Background: an optimization exercise with open tools, aiming at small area, a short achievable clock period and few clock cycles per item. Do not read the settings as production practice.
At most, simulation tests tie the RTL to the original design; equivalence was not proved.
No activity file was given, so power comes from the tool's default toggle rates.

// b62_codec
module b62_codec (
    input  wire        clk,
    input  wire        rst,
    input  wire        tt_we,
    input  wire [5:0]  tt_addr,
    input  wire [7:0]  tt_data,
    input  wire        enc_start,
    input  wire [15:0] enc_len,
    output wire        enc_idle,
    input  wire        enc_in_valid,
    input  wire [7:0]  enc_in_data,
    output wire        enc_in_ready,
    output wire        enc_out_valid,
    output wire [7:0]  enc_out_sym,
    output wire        enc_out_last,
    input  wire        enc_out_ready,
    input  wire        dec_start,
    input  wire [15:0] dec_len,
    output wire        dec_idle,
    input  wire        dec_in_valid,
    input  wire [7:0]  dec_in_sym,
    output wire        dec_in_ready,
    output wire        dec_out_valid,
    output wire [7:0]  dec_out_data,
    input  wire        dec_out_ready,
    output wire        dec_done,
    output wire        dec_err,
    output wire [15:0] dec_err_idx,
    output wire [15:0] dec_olen
);
clock: 9.0 ns
lec_check: 0
cap_margin: 20
core_margin: 2
core_utilization: 40
setup_slack_margin: 5
slew_margin: 20
standard.sh (not shown) runs the stock make flow with config.mk's settings and CLKGATE_MAP_FILE= SYNTH_SCRIPT=/design/flow/synth_recipe.tcl, a recipe that flattens the netlist after the stock synthesis.
==> flow/flow/run.sh <==
#!/bin/bash
set -euo pipefail
bash standard.sh SETUP_SLACK_MARGIN=6.2 \
    "BUFFER_PORTS_ARGS=-buffer_cell sky130_fd_sc_hd__buf_2" finish > make.log 2>&1
Testbench counts at the start, summed over its fixed seeds: cycles 14,069, items 9,181.
Next try:
==> flow/run.sh (new file) <==
#!/bin/bash
# synth_recipe.tcl (not shown) runs the flow's synth.tcl, then flattens the netlist and writes it again
# the make line also repeats each setting of config.mk as NAME=value (left out here)
make -C /OpenROAD-flow-scripts/flow DESIGN_CONFIG=/design/flow/config.mk WORK_HOME=/design/flow/orfs CLKGATE_MAP_FILE= SYNTH_SCRIPT=/design/flow/synth_recipe.tcl finish
removed: flow/flow/run.sh
removed: flow/standard.sh
Outcome:
- total power stays flat
- flip-flop and latch count does not change
- global-route usage goes down by 1.4 points


== the baseline ==
Starting RTL as in the previous note.
==> flow/config.mk <==
export PLATFORM = sky130hd
export DESIGN_NAME = b62_codec
export DESIGN_NICKNAME = b62_codec
export VERILOG_FILES = /design/flow/design.v
export SDC_FILE = /design/flow/constraint.sdc
export NUM_CORES = 4
export LEC_CHECK = 0
export CAP_MARGIN = 20
export CORE_MARGIN = 2
export CORE_UTILIZATION = 40
export SETUP_SLACK_MARGIN = 5
export SLEW_MARGIN = 20
==> flow/constraint.sdc <==
create_clock -name core_clock -period 9.0 [get_ports {clk}]
set_input_delay 1.8000 -clock core_clock [delete_from_list [all_inputs] [get_ports {clk}]]
set_output_delay 1.8000 -clock core_clock [all_outputs]
set_load 0.01 [all_outputs]
==> flow/flow/run.sh <==
#!/bin/bash
set -euo pipefail
bash standard.sh SETUP_SLACK_MARGIN=5.7 \
    "BUFFER_PORTS_ARGS=-buffer_cell sky130_fd_sc_hd__buf_2" finish > make.log 2>&1
The flow did not stop early for the baseline: all stages ran, and the layout cleared the timing, DRC and antenna checks.
Testbench counts of the baseline, summed over its fixed seeds: cycles 14,069, items 9,181.
Modified inputs, the candidate compared to the baseline
==> flow/flow/run.sh <==
#!/bin/bash
set -euo pipefail
bash standard.sh SETUP_SLACK_MARGIN=5.7 finish > make.log 2>&1
Findings:
The candidate: done, clean on timing, DRC and antenna. As of the candidate, average wire length per cell after detail routing had fallen by a few percent compared to the baseline. The candidate and the baseline ended up with roughly the same number of placed instances with taps included. Clock power: the candidate vs the baseline up about 6.5%. On pre-CTS worst setup slack: the candidate sits below the baseline. In terms of proportion of layout cells with a drive suffix above 1, the baseline and the candidate differ only marginally. The candidate improves on the baseline in wire length after detailed routing. On non-clock buffer area fraction after layout, the lower figure sits with the baseline, not the candidate. The candidate: worst stage delay on the critical path is 0.17 ns lower than what the baseline reported. Comparing the baseline and the candidate, part of the power in combinational logic is lower on the baseline.


Setup of run A:
b62_codec, a different RTL version from the one above (not shown whole).
For scale: roughly 660 flip-flops, ~130 I/O pins.
export LEC_CHECK = 0
export CAP_MARGIN = 20
export CORE_MARGIN = 2
export CORE_UTILIZATION = 40
export SETUP_SLACK_MARGIN = 5
export SLEW_MARGIN = 20
create_clock -name core_clock -period 9.0 [get_ports {clk}]
==> flow/flow/run.sh <==
#!/bin/bash
set -euo pipefail
bash standard.sh SETUP_SLACK_MARGIN=6 finish > make.log 2>&1
The flow did not stop early for run A: all stages ran, and the layout cleared the timing, DRC and antenna checks.
Testbench counts of run A, summed over its fixed seeds: cycles 13,877, items 9,181.
> inputs changed (run A -> run B)
- CTS_BUF_LIST: unset -> sky130_fd_sc_hd__clkbuf_8
- CTS_CLUSTER_SIZE: unset -> 25
==> flow/run.sh (new file) <==
#!/bin/bash
# synth_recipe.tcl (not shown) runs the flow's synth.tcl, then flattens the netlist and writes it again
# the make line also repeats each setting of config.mk as NAME=value (left out here)
make -C /OpenROAD-flow-scripts/flow DESIGN_CONFIG=/design/flow/config.mk WORK_HOME=/design/flow/orfs CLKGATE_MAP_FILE= SYNTH_SCRIPT=/design/flow/synth_recipe.tcl finish
removed: flow/flow/run.sh
removed: flow/standard.sh
[summary]
- Sort run B and run A by share of final-layout standard cells stronger than drive strength 1, ascending, and run B comes first.
- Between run B and run A, total detailed-routing wirelength is higher for run A, run B comes in under that.
- As of run B, net switching power of the design had fallen by a few percent compared to run A.
Here is what was changed in the inputs of run C compared with run B.
- CTS_CLUSTER_SIZE no longer set, was 25
- CTS_BUF_LIST no longer set, was sky130_fd_sc_hd__clkbuf_8
## What came out
Run C reached the final stage; the timing, DRC and antenna checks on its layout passed.
Capture point of the worst path: u_enc.osym[2]$_SDFFE_PP0P_ -> run C, u_enc.osym[6]$_SDFFE_PP0P_ -> run B
Run C vs. run B: number of slew-limit violations in the final report shows no meaningful change, detailed router's first-iteration violation count higher, share of the clock period used by the worst path after layout shrank by 0.22 points, cell area saw an increase.
In run C the power turned out 190 uW higher than in run B.


## epsilon
b62_codec, a different RTL version from the one above (not shown whole).
Size: ~660 flip-flops, roughly 130 I/O pins, about 0.034 mm² of cells after synthesis.
==> flow/config.mk <==
export PLATFORM = sky130hd
export DESIGN_NAME = b62_codec
export DESIGN_NICKNAME = b62_codec
export VERILOG_FILES = /design/flow/design.v
export SDC_FILE = /design/flow/constraint.sdc
export NUM_CORES = 4
export LEC_CHECK = 0
export CAP_MARGIN = 20
export CORE_MARGIN = 2
export CORE_UTILIZATION = 40
export SETUP_SLACK_MARGIN = 5
export SLEW_MARGIN = 20
==> flow/constraint.sdc <==
create_clock -name core_clock -period 9.0 [get_ports {clk}]
set_input_delay 1.8000 -clock core_clock [delete_from_list [all_inputs] [get_ports {clk}]]
set_output_delay 1.8000 -clock core_clock [all_outputs]
set_load 0.01 [all_outputs]
==> flow/flow/run.sh <==
#!/bin/bash
set -euo pipefail
bash standard.sh SETUP_SLACK_MARGIN=6.2 \
    "BUFFER_PORTS_ARGS=-buffer_cell sky130_fd_sc_hd__buf_2" finish > make.log 2>&1
Testbench counts of epsilon, summed over its fixed seeds: cycles 14,069, items 9,181.
Relative to epsilon, the following input files were edited for alpha:
- an added CTS_CLUSTER_SIZE of 30
- an added CTS_CLUSTER_DIAMETER of 70
==> flow/flow/run.sh <==
#!/bin/bash
set -euo pipefail
bash standard.sh SETUP_SLACK_MARGIN=6.0 \
    "BUFFER_PORTS_ARGS=-buffer_cell sky130_fd_sc_hd__buf_2" finish > make.log 2>&1
Findings:
- alpha: full flow OK, the timing, DRC and antenna checks passed
- The higher area of the multi-input gates came out of epsilon.
- From epsilon to alpha, die boundary height did not move at all.
- Area growth from synthesis to final layout: alpha vs epsilon down 8.3 points
- STATUS wire length after detailed routing: alpha wins against epsilon
- Setup WNS epsilon -> alpha: worse


Starting RTL as in the previous note.
export LEC_CHECK = 0
export CAP_MARGIN = 20
export CORE_MARGIN = 2
export CORE_UTILIZATION = 40
export CTS_CLUSTER_DIAMETER = 70
export CTS_CLUSTER_SIZE = 30
export SETUP_SLACK_MARGIN = 5
export SLEW_MARGIN = 20
export TNS_END_PERCENT = 5
create_clock -name core_clock -period 9.0 [get_ports {clk}]
==> flow/flow/run.sh <==
#!/bin/bash
set -euo pipefail
bash standard.sh SETUP_SLACK_MARGIN=6.0 \
    "BUFFER_PORTS_ARGS=-buffer_cell sky130_fd_sc_hd__buf_2" finish > make.log 2>&1
Testbench counts at the start, summed over its fixed seeds: cycles 14,069, items 9,181.
Edit:
--- a/flow/flow/run.sh
+++ b/flow/flow/run.sh
@@ -3 +3 @@
-bash standard.sh SETUP_SLACK_MARGIN=6.0 \
+bash standard.sh SETUP_SLACK_MARGIN=6.2 \
Settings changed: CORE_UTILIZATION 40 to 55, TNS_END_PERCENT 5 to unset.
Effect:
- sequential power is about the same
- first-iteration DRC count came out higher by 25%
- die area drops by 27%
- design area rises by 6.6%
- synthesized area is unchanged
- combinational power went up by 21%
- setup slack gains 140 ps
- power rose by 1.7%
- hold slack is better by 7.8 ps
- wire length rose by 8.2%
- sequential share of layout area is lower by 2.7 points
Edit:
--- a/flow/flow/run.sh
+++ b/flow/flow/run.sh
@@ -3 +3 @@
-bash standard.sh SETUP_SLACK_MARGIN=6.2 \
+bash standard.sh SETUP_SLACK_MARGIN=6.0 \
Settings changed: CORE_UTILIZATION 55 to 40, TNS_END_PERCENT set to 20.
Outcome: Clock power hardly moves; worst setup slack degrades by 120 ps; clock-buffer cell count drops by 2; power falls by 1.5%; via count shrinks by 5.7%; sequential power hardly moves; sequential share of layout area rose by 2.5 points; final cell count is higher by 5.2%; hold slack got worse by 6.8 ps; register-to-register slack is worse by 120 ps.


b62_codec, a different RTL version from the one above (not shown whole).
Size in the first run: roughly 680 flip-flops, roughly 130 I/O pins, ~0.035 mm² of cells after synthesis.
## b62_codec
module b62_codec (
    input  wire        clk,
    input  wire        rst,
    input  wire        tt_we,
    input  wire [5:0]  tt_addr,
    input  wire [7:0]  tt_data,
    input  wire        enc_start,
    input  wire [15:0] enc_len,
    output wire        enc_idle,
    input  wire        enc_in_valid,
    input  wire [7:0]  enc_in_data,
    output wire        enc_in_ready,
    output wire        enc_out_valid,
    output wire [7:0]  enc_out_sym,
    output wire        enc_out_last,
    input  wire        enc_out_ready,
    input  wire        dec_start,
    input  wire [15:0] dec_len,
    output wire        dec_idle,
    input  wire        dec_in_valid,
    input  wire [7:0]  dec_in_sym,
    output wire        dec_in_ready,
    output wire        dec_out_valid,
    output wire [7:0]  dec_out_data,
    input  wire        dec_out_ready,
    output wire        dec_done,
    output wire        dec_err,
    output wire [15:0] dec_err_idx,
    output wire [15:0] dec_olen
);
Settings: LEC_CHECK=0, CAP_MARGIN=20, CORE_MARGIN=2, CORE_UTILIZATION=40, CTS_CLUSTER_DIAMETER=70, CTS_CLUSTER_SIZE=30, SETUP_SLACK_MARGIN=5, SLEW_MARGIN=20; clock period 9.0 ns.
==> flow/flow/run.sh <==
#!/bin/bash
set -euo pipefail
bash standard.sh SETUP_SLACK_MARGIN=5.8 \
    "BUFFER_PORTS_ARGS=-buffer_cell sky130_fd_sc_hd__buf_2" finish > make.log 2>&1
==> next run, changes <==
==> flow/flow/run.sh (replaced) <==
#!/bin/bash
set -euo pipefail
bash standard.sh SETUP_SLACK_MARGIN=6.0 \
    "BUFFER_PORTS_ARGS=-buffer_cell sky130_fd_sc_hd__buf_2" finish > make.log 2>&1
Result:
- design area is higher by 1.6%
- via count is higher by 0.93%
- utilization is higher by 0.72 points
- die area stays the same
- wire length is higher by 2.2%
- final cell count is higher by 0.88%
- setup slack is better by 0.088 ns
- global-route usage is higher by 0.47 points
No run of this note included a check of the RTL's function; only the layout flow was run.

==> re-timing with driven ports <==
In the flow no input, the clock included, has a driving cell. The finished layouts below were timed again as built, in two steps.
Step 1 sets driving cells, clkbuf_16 on the clock port and buf_2 on the other inputs (assumed; they add their load-dependent delay and slew).
Step 2 adds t to the input delays and takes it off the output delays; t is the mean of the earliest and latest rising clock arrival at the registers after step 1. Input paths then give back, and output paths get back, about the clock's delay inside the block.
a / b / c = ideal / step 1 / step 2; a / b = the first two.
| run | shift t [ns] | setup slack, ns | worst setup path after step 2 | latest minus earliest clock arrival (ns) | cell pins on the clock port's net |
|---|---|---|---|---|---|
| the first run of note 1 | 0.698 | 5.924 / 5.928 / 5.253 | input to register | 0.019 / 0.020 | 1 |
| the second run of note 1 | 0.695 | 4.988 / 4.988 / 4.563 | input to register | 0.038 / 0.037 | 1 |
| the baseline | 0.711 | 5.443 / 5.443 / 4.946 | input to register | 0.031 / 0.030 | 1 |
| the candidate | 0.705 | 5.495 / 5.492 / 4.787 | input to register | 0.038 / 0.038 | 1 |
| run A | 0.705 | 5.350 / 5.350 / 5.196 | input to register | 0.044 / 0.044 | 1 |
| run B | 0.789 | 4.882 / 4.882 / 4.432 | input to register | 0.051 / 0.051 | 1 |
| run C | 0.697 | 4.902 / 4.902 / 4.372 | input to register | 0.028 / 0.028 | 1 |
| epsilon | 0.689 | 5.891 / 5.842 / 5.154 | input to register | 0.034 / 0.035 | 1 |
| alpha | 0.663 | 5.843 / 5.838 / 5.175 | input to register | 0.026 / 0.026 | 1 |
| the first run of note 5 | 0.673 | 5.756 / 5.756 / 5.176 | input to register | 0.045 / 0.045 | 1 |
| the second run of note 5 | 0.677 | 5.892 / 5.938 / 5.261 | input to register | 0.028 / 0.028 | 1 |
| the third run of note 5 | 0.672 | 5.773 / 5.778 / 5.106 | input to register | 0.048 / 0.048 | 1 |
| the first run of note 6 | 0.684 | 5.802 / 5.734 / 5.280 | input to register | 0.044 / 0.043 | 1 |
| the second run of note 6 | 0.682 | 5.891 / 5.891 / 5.460 | input to register | 0.036 / 0.036 | 1 |
After both steps every run listed still meets setup and hold. For epsilon, which loses most, drivers alone change the setup slack by -0.049 ns; drivers and shift together by -0.737 ns.
